This design comes from an exercise in tuning for small area and few clock cycles on the open sky130 flow, not from production work. Function was checked by simulation only, so behaviour that the tests miss may differ from the original. No activity file was given, so power comes from the tool's default toggle rates.

Design jnge_engine, start of the top module:
module jnge_engine (
    input  wire         clk,
    input  wire         rst,
    input  wire [3:0]   rx_valid,
    output wire [3:0]   rx_ready,
    input  wire [31:0]  rx_data,
    output wire [3:0]   tx_valid,
    input  wire [3:0]   tx_ready,
    output wire [31:0]  tx_data,
    output wire [3:0]   tx_last,
    input  wire [3:0]   ch_clear,
    input  wire         h_valid,
    input  wire [2:0]   h_op,
    input  wire [15:0]  h_wdata,
    output wire [49:0]  h_rdata,
    output wire [3:0]   diag_valid,
    output wire [7:0]   diag_kind,
    output wire [255:0] diag_frame
);
For scale: roughly 430 I/O pins, roughly 31000 sq um of cells after synthesis.
export LEC_CHECK = 0
export ABC_AREA = 1
export CAP_MARGIN = 20
export CORE_MARGIN = 2
export CORE_UTILIZATION = 40
export SLEW_MARGIN = 20
create_clock -name core_clock -period 10.0 [get_ports {clk}]
standard.sh (not shown) runs the stock make flow with config.mk's settings and CLKGATE_MAP_FILE= SYNTH_SCRIPT=/design/flow/synth_recipe.tcl, a recipe that flattens the netlist after the stock synthesis.
==> flow/flow/run.sh <==
#!/bin/bash
# Layout flow: the standard synthesis, then the combinational logic is
# re-mapped with a stronger ABC area script (registers untouched: same
# instance names and cell types), then the standard ORFS flow from
# floorplan to finish. Port buffers use the smallest buffer cell; the clock
# tree uses small clock buffers in small clusters, without dummy loads.
set -euo pipefail
WORK=$(pwd)
FLOWDIR=$WORK/flow
R=$WORK/orfs/results/$FLOW_PLATFORM/jnge_engine/base
LIB=$FLOW_HOME/platforms/$FLOW_PLATFORM/lib/sky130_fd_sc_hd__tt_025C_1v80.lib

# 1. standard synthesis
bash standard.sh synth > $WORK/synth_std.log 2>&1
cp $R/1_2_yosys.v $WORK/1_2_yosys_std.v

# 2. re-map the combinational logic
export RS_LIB=$LIB RS_TOP=$FLOW_TOP RS_DIR=$WORK RS_SCRIPT=$FLOWDIR/area.abc
export RS_IN=$WORK/1_2_yosys_std.v RS_OUT=$WORK/1_2_yosys_rs.v
export RS_DONT_USE="$(sed -n '/DONT_USE_CELLS += /,/^#/p' $FLOW_HOME/platforms/$FLOW_PLATFORM/config.mk | grep -o 'sky130_fd_sc_hd__[a-z0-9_]*' | tr '\n' ' ')"
ok=0
if yosys -c $FLOWDIR/resynth.tcl > $WORK/resynth.log 2>&1; then
    # the registers must be exactly the standard synthesis's
    regs() { grep -E '^\s*sky130_fd_sc_hd__[a-z]*df[a-z0-9_]* ' "$1" | sed 's/($//' | awk '{print $1, $2}' | sort; }
    regs $RS_IN > $WORK/regs_std.txt
    regs $RS_OUT > $WORK/regs_rs.txt
    if cmp -s $WORK/regs_std.txt $WORK/regs_rs.txt && [ -s $WORK/regs_std.txt ]; then
        ok=1
    fi
fi
echo "resynthesis used: $ok" | tee $WORK/resynth_used.txt
if [ $ok = 1 ]; then
    cp $RS_OUT $R/1_2_yosys.v
    rm -f $R/1_synth.odb $R/1_synth.sdc
fi

# 3. the rest of the standard flow
bash standard.sh "BUFFER_PORTS_ARGS=-buffer_cell sky130_fd_sc_hd__buf_1" \
    "CTS_ARGS=-sink_clustering_enable -repair_clock_nets -dont_use_dummy_load -buf_list sky130_fd_sc_hd__clkbuf_4 -sink_clustering_size 8 -sink_clustering_max_diameter 40" \
    finish > $WORK/finish.log 2>&1
Other scripts of this flow, unchanged in this note and not shown: flow/flow/area.abc, flow/flow/resynth.tcl
Testbench counts at the start, summed over its fixed seeds: cycles 84,410.
Then changed:
--- a/flow/design.v
+++ b/flow/design.v
@@ -46,17 +46,17 @@
     reg [7:0]  rx_buf [0:7];
     reg [3:0]  rx_ptr;       
     reg        crc_lo_ok;    
     reg        crc_ok;       
     wire full = rx_ptr[3];
     reg        tx_active;
     reg [1:0]  tx_kind;
     reg [6:0]  tx_idx;       
-    reg [15:0] tx_crc;       
+    reg [15:0] tx_crc;
     reg        f_ac;         
     reg        f_mode;       
     reg [7:0]  nb;           
     reg        nb_ok;
     reg hold_lo, hold_hi, in_crc, at_last;
     always @(*) begin
         case (tx_kind)
             K_RUN: begin     
@@ -114,19 +114,17 @@
     assign diag_frame = {hdr, rx_buf[6], rx_buf[7]};
     assign rom_addr = {tx_kind[0], tx_idx[6:1]};
     wire [7:0] rom_byte = tx_idx[0] ? rom_data[7:0] : rom_data[15:8];
     reg [7:0] fix_byte;
     reg       fix_ok;
     always @(*) begin
         fix_ok   = 1'b1;
         fix_byte = 8'hxx;
-        if (tx_idx == 7'd0) begin
-            fix_byte = 8'h06;
-        end else if (in_crc) begin
+        if (in_crc) begin
             fix_byte = tx_crc[7:0];
         end else begin
             case (tx_kind)
                 K_RUN: begin
                     case (tx_idx)
                         7'd0:    fix_byte = 8'h06;
                         7'd1:    fix_byte = 8'h12;
                         7'd9:    fix_byte = f_ac   ? 8'h00 : 8'h08;
@@ -168,20 +166,19 @@
                         default: fix_byte = 8'h02;
                     endcase
                 end
             endcase
         end
     end
     wire byte_ok = fix_ok || nb_ok || slot;
     assign tx_valid = tx_active ? byte_ok : (dispatch && answered);
-    assign tx_data  = fix_ok ? fix_byte : nb_ok ? nb : rom_byte;
+    assign tx_data  = !tx_active ? 8'h06 : fix_ok ? fix_byte : nb_ok ? nb : rom_byte;
     assign tx_last  = tx_active && at_last;
     wire tx_take = tx_active && byte_ok && tx_ready;
-    wire tx_sent = tx_valid && tx_ready;     
     always @(posedge clk) begin
         if (rx_take) begin
             rx_buf[rx_ptr[2:0]] <= rx_data;
             if (!(rx_ptr[2] && rx_ptr[1]))
                 {rx_buf[7], rx_buf[6]} <= crc_byte((rx_ptr[2:0] == 3'd0) ? 16'hFFFF : {rx_buf[7], rx_buf[6]}, rx_data);
             if (rx_ptr[2:0] == 3'd6)
                 crc_lo_ok <= (rx_data == rx_buf[6]);
             if (rx_ptr[2:0] == 3'd7)
@@ -204,18 +201,16 @@
             nb_ok <= 1'b1;
             nb    <= rom_byte;
         end
         if (!tx_active)
             nb_ok <= 1'b0;
         if (rst || clear) begin
             rx_ptr    <= 4'd0;
             tx_active <= 1'b0;
-            tx_idx    <= 7'd0;
-            tx_crc    <= 16'hFFFF;
         end else begin
             if (full && !tx_active)
                 rx_ptr <= {3'd0, rx_take};
             else if (rx_take)
                 rx_ptr <= rx_ptr + 4'd1;
             if (dispatch) begin
                 tx_active <= answered;
                 if (is_run)
@@ -223,26 +218,28 @@
                 else if (is_basic)
                     tx_kind <= K_BASIC;
                 else if (is_wr_ill)
                     tx_kind <= K_EXC;
                 else
                     tx_kind <= K_ACK;
                 f_ac   <= is_run ? rs_ac : rx_buf[3][3];
                 f_mode <= rs_mode;
-            end
-            if (tx_sent) begin
-                if (tx_last) begin
-                    tx_active <= 1'b0;
-                    tx_idx    <= 7'd0;
-                    tx_crc    <= 16'hFFFF;
+                if (tx_ready) begin
+                    tx_idx <= 7'd1;
+                    tx_crc <= crc_byte(16'hFFFF, 8'h06);
                 end else begin
-                    tx_idx <= tx_idx + 7'd1;
-                    tx_crc <= crc_byte(tx_crc, tx_data);
+                    tx_idx <= 7'd0;
+                    tx_crc <= 16'hFFFF;
                 end
+            end else if (tx_take) begin
+                tx_crc <= crc_byte(tx_crc, tx_data);
+                tx_idx <= tx_idx + 7'd1;
+                if (tx_last)
+                    tx_active <= 1'b0;
             end
         end
     end
 endmodule
 module jnge_engine (
     input  wire         clk,
     input  wire         rst,
     input  wire [3:0]   rx_valid,
Outcome:
- worst hold slack gets better by 0.018 ns
- design area is higher by 1.1%
- first-iteration DRC count is higher by 6.2%
- via count is lower by 0.61%
- setup slack gets worse by 0.019 ns
- count of clock-buffer cells in the layout is higher by 4
- clock skew is lower by 0.066 ns
Testbench counts after the change, summed over its fixed seeds: cycles 84,410.

jnge_engine, a different RTL version from the one above (not shown whole).
For scale: about 4000 cells after synthesis, about 430 I/O pins, about 31000 µm² of cells after synthesis.
Settings: LEC_CHECK=0, ABC_AREA=1, CAP_MARGIN=20, CORE_MARGIN=2, CORE_UTILIZATION=40, SLEW_MARGIN=20; clock period 10.0 ns.
==> flow/flow/area.abc <==
strash
 dch -f
 amap
 mfs2
 strash
 dch -f
 amap
 mfs2
 strash
 dch -f
 amap
 mfs2
 strash
 dch -f
 amap
 topo
==> flow/flow/resynth.tcl <==
# Re-map the combinational logic of the standard synthesis netlist with a
# stronger ABC area script. Registers (and any cell without a logic
# function) stay as they are, with their instance names and cell types.
set lib $::env(RS_LIB)
yosys read_liberty -ignore_miss_func $lib
yosys read_verilog $::env(RS_IN)
yosys hierarchy -top $::env(RS_TOP)
yosys setattr -mod -set keep_hierarchy 1 sky130_fd_sc_hd__*df*
yosys tee -o $::env(RS_DIR)/rs_before.txt stat -liberty $lib
yosys flatten
yosys opt_clean -purge
yosys rename -hide w:*.*
set du {}
foreach c $::env(RS_DONT_USE) { lappend du -dont_use $c }
yosys abc -script $::env(RS_SCRIPT) -liberty $lib {*}$du
yosys opt_clean -purge
yosys splitnets
yosys opt_clean -purge
yosys hilomap -singleton -hicell sky130_fd_sc_hd__conb_1 HI -locell sky130_fd_sc_hd__conb_1 LO
yosys insbuf -buf sky130_fd_sc_hd__buf_4 A X
yosys delete =sky130_fd_sc_hd__*
yosys read_liberty -lib -ignore_miss_func $lib
yosys tee -o $::env(RS_DIR)/rs_after.txt stat -liberty $lib
yosys check -assert -mapped
yosys write_verilog -noattr -nohex -nodec $::env(RS_OUT)
Scripts as last shown in full above: flow/flow/run.sh
Testbench counts at the start, summed over its fixed seeds: cycles 83,972.
==> next run, changes <==
--- a/flow/design.v
+++ b/flow/design.v
@@ -17,19 +17,17 @@
     input  wire [15:0] rs_bat,
     input  wire [15:0] rs_on,
     input  wire [15:0] rs_off,
     output wire        wr_on,
     output wire        wr_off,
     output wire [15:0] wr_value,
     input  wire        slot,
     output wire [6:0]  rom_addr,
-    input  wire [15:0] rom_data,
-    output wire        rom_busy,
-    output wire        rom_swap
+    input  wire [15:0] rom_data
 );
     localparam [1:0] K_RUN   = 2'd0;
     localparam [1:0] K_BASIC = 2'd1;
     localparam [1:0] K_ACK   = 2'd2;
     localparam [1:0] K_EXC   = 2'd3;
     localparam [1:0] EV_CRC     = 2'd0;
     localparam [1:0] EV_UNKNOWN = 2'd1;
     localparam [1:0] EV_ILLEGAL = 2'd2;
@@ -42,19 +40,19 @@
             c = crc ^ {8'h00, data};
             for (i = 0; i < 8; i = i + 1)
                 c = c[0] ? ((c >> 1) ^ 16'hA001) : (c >> 1);
             crc_byte = c;
         end
     endfunction
     reg [7:0]  rx_buf [0:7];
     reg [3:0]  rx_ptr;       
-    reg        crc_lo_ok;    
     reg        crc_ok;       
     wire full = rx_ptr[3];
+    wire [15:0] rx_crc_next = crc_byte((rx_ptr[2:0] == 3'd0) ? 16'hFFFF : {rx_buf[7], rx_buf[6]}, rx_data);
     reg        tx_active;
     reg [1:0]  tx_kind;
     reg [6:0]  tx_idx;       
     reg [15:0] tx_crc;       
     reg        f_ac;         
     reg        f_mode;       
     reg [7:0]  nb;           
     reg        nb_ok;
@@ -110,19 +108,16 @@
     wire answered  = crc_ok && (is_run || is_basic || is_write);
     assign wr_on    = dispatch && crc_ok && is_wr_on;
     assign wr_off   = dispatch && crc_ok && is_wr_off;
     assign wr_value = hdr[15:0];
     assign diag_valid = dispatch && !(crc_ok && (is_run || is_basic || is_wr_on || is_wr_off));
     assign diag_kind  = !crc_ok ? EV_CRC : (is_wr_ill ? EV_ILLEGAL : EV_UNKNOWN);
     assign diag_frame = {hdr, rx_buf[6], rx_buf[7]};
     assign rom_addr = {tx_kind[0], tx_idx[6:1]};
-    wire   dispatch_tpl = dispatch && crc_ok && (is_run || is_basic);
-    assign rom_busy = (tx_active && !tx_kind[1]) || dispatch_tpl;
-    assign rom_swap = dispatch_tpl && !slot;
     wire [7:0] rom_byte = tx_idx[0] ? rom_data[7:0] : rom_data[15:8];
     reg [7:0] fix_byte;
     reg       fix_ok;
     always @(*) begin
         fix_ok   = 1'b1;
         fix_byte = 8'hxx;
         if (tx_idx == 7'd0) begin
             fix_byte = 8'h06;
@@ -181,21 +176,21 @@
     assign tx_data  = fix_ok ? fix_byte : nb_ok ? nb : rom_byte;
     assign tx_last  = tx_active && at_last;
     wire tx_take = tx_active && byte_ok && tx_ready;
     wire tx_sent = tx_valid && tx_ready;     
     always @(posedge clk) begin
         if (rx_take) begin
             rx_buf[rx_ptr[2:0]] <= rx_data;
             if (!(rx_ptr[2] && rx_ptr[1]))
-                {rx_buf[7], rx_buf[6]} <= crc_byte((rx_ptr[2:0] == 3'd0) ? 16'hFFFF : {rx_buf[7], rx_buf[6]}, rx_data);
+                {rx_buf[7], rx_buf[6]} <= rx_crc_next;
             if (rx_ptr[2:0] == 3'd6)
-                crc_lo_ok <= (rx_data == rx_buf[6]);
+                crc_ok <= (rx_crc_next[15:8] == 8'h00);
             if (rx_ptr[2:0] == 3'd7)
-                crc_ok <= crc_lo_ok && (rx_data == rx_buf[7]);
+                crc_ok <= crc_ok && (rx_data == rx_buf[7]);
         end
         if (dispatch && is_run) begin
             rx_buf[2] <= rs_bat[15:8];
             rx_buf[3] <= rs_bat[7:0];
         end
         if (dispatch && is_basic) begin
             rx_buf[2] <= rs_on[15:8];
             rx_buf[3] <= rs_on[7:0];
@@ -284,27 +279,16 @@
     reg [15:0] rs_off;
     assign h_rdata = {rs_mode, rs_ac, rs_bat, rs_on, rs_off};
     wire [NCHAN-1:0] wr_on;
     wire [NCHAN-1:0] wr_off;
     wire [16*NCHAN-1:0] wr_value;
     reg ph;
     always @(posedge clk)
         ph <= rst ? 1'b0 : !ph;
-    wire [NCHAN-1:0] rom_busy;
-    wire [NCHAN-1:0] rom_swap;
-    reg  [NCHAN/2-1:0] sw;
-    integer p;
-    always @(posedge clk) begin
-        for (p = 0; p < NCHAN/2; p = p + 1)
-            if (rst)
-                sw[p] <= 1'b0;
-            else if ((rom_swap[2*p] && !rom_busy[2*p+1]) || (rom_swap[2*p+1] && !rom_busy[2*p]))
-                sw[p] <= !sw[p];
-    end
     wire [7*NCHAN-1:0]  rom_addr;
     wire [15:0]         rom_data [0:NCHAN/2-1];
     genvar c;
     generate
         for (c = 0; c < NCHAN; c = c + 1) begin : ch
             jnge_channel u_chan (
                 .clk        (clk),
                 .rst        (rst),
@@ -322,26 +306,24 @@
                 .rs_mode    (rs_mode),
                 .rs_ac      (rs_ac),
                 .rs_bat     (rs_bat),
                 .rs_on      (rs_on),
                 .rs_off     (rs_off),
                 .wr_on      (wr_on[c]),
                 .wr_off     (wr_off[c]),
                 .wr_value   (wr_value[16*c +: 16]),
-                .slot       ((ph ^ sw[c/2]) == c[0]),
+                .slot       (ph == c[0]),
                 .rom_addr   (rom_addr[7*c +: 7]),
-                .rom_data   (rom_data[c/2]),
-                .rom_busy   (rom_busy[c]),
-                .rom_swap   (rom_swap[c])
+                .rom_data   (rom_data[c/2])
             );
         end
         for (c = 0; c < NCHAN/2; c = c + 1) begin : rom
             jnge_rom u_rom (
-                .addr ((ph ^ sw[c]) ? rom_addr[7*(2*c+1) +: 7] : rom_addr[7*(2*c) +: 7]),
+                .addr (ph ? rom_addr[7*(2*c+1) +: 7] : rom_addr[7*(2*c) +: 7]),
                 .data (rom_data[c])
             );
         end
     endgenerate
     reg [15:0] next_on;
     reg [15:0] next_off;
     integer i;
     always @(*) begin
Worst hold slack is worse by 34 ps.
Setup slack is worse by 39 ps.
Routed wire length falls by 1.7%.
Final area falls by 2.0%.
Critical path depth falls by 3.
Clock-buffer cell count falls by 1.
Power falls by 1.0%.
Register-to-register slack is worse by 140 ps.
Final cell count falls by 1.8%.
Sequential power barely changes.
Via count falls by 1.8%.
Synthesized cell count falls by 0.96%.
Global-route usage is about the same.
Testbench counts after the change, summed over its fixed seeds: cycles 84,410.

==> port drivers added, routing unchanged <==
In the flow no input, the clock included, has a driving cell. The finished layouts below were timed again as built, in two steps. Step 1, drivers: a clkbuf_16 drives clk and a buf_2 each remaining input, both assumed. Step 2 also shifts input and output timing later by t, the mid clock arrival at the registers, as if the neighbouring blocks saw the same clock. Slacks: ideal / step 1 / step 2; pairs: ideal / step 1.
run	t, ns	setup WS [ns]	worst setup path at the end
the first run of note 1	0.912	0.562 / 0.495 / 1.408	register to output
the second run of note 1	0.929	0.543 / 0.480 / 1.409	register to output
the first run of note 2	0.919	0.471 / 0.399 / 1.318	register to output
the second run of note 2	0.940	0.432 / 0.366 / 1.306	register to output
After both steps every run listed still meets setup and hold.
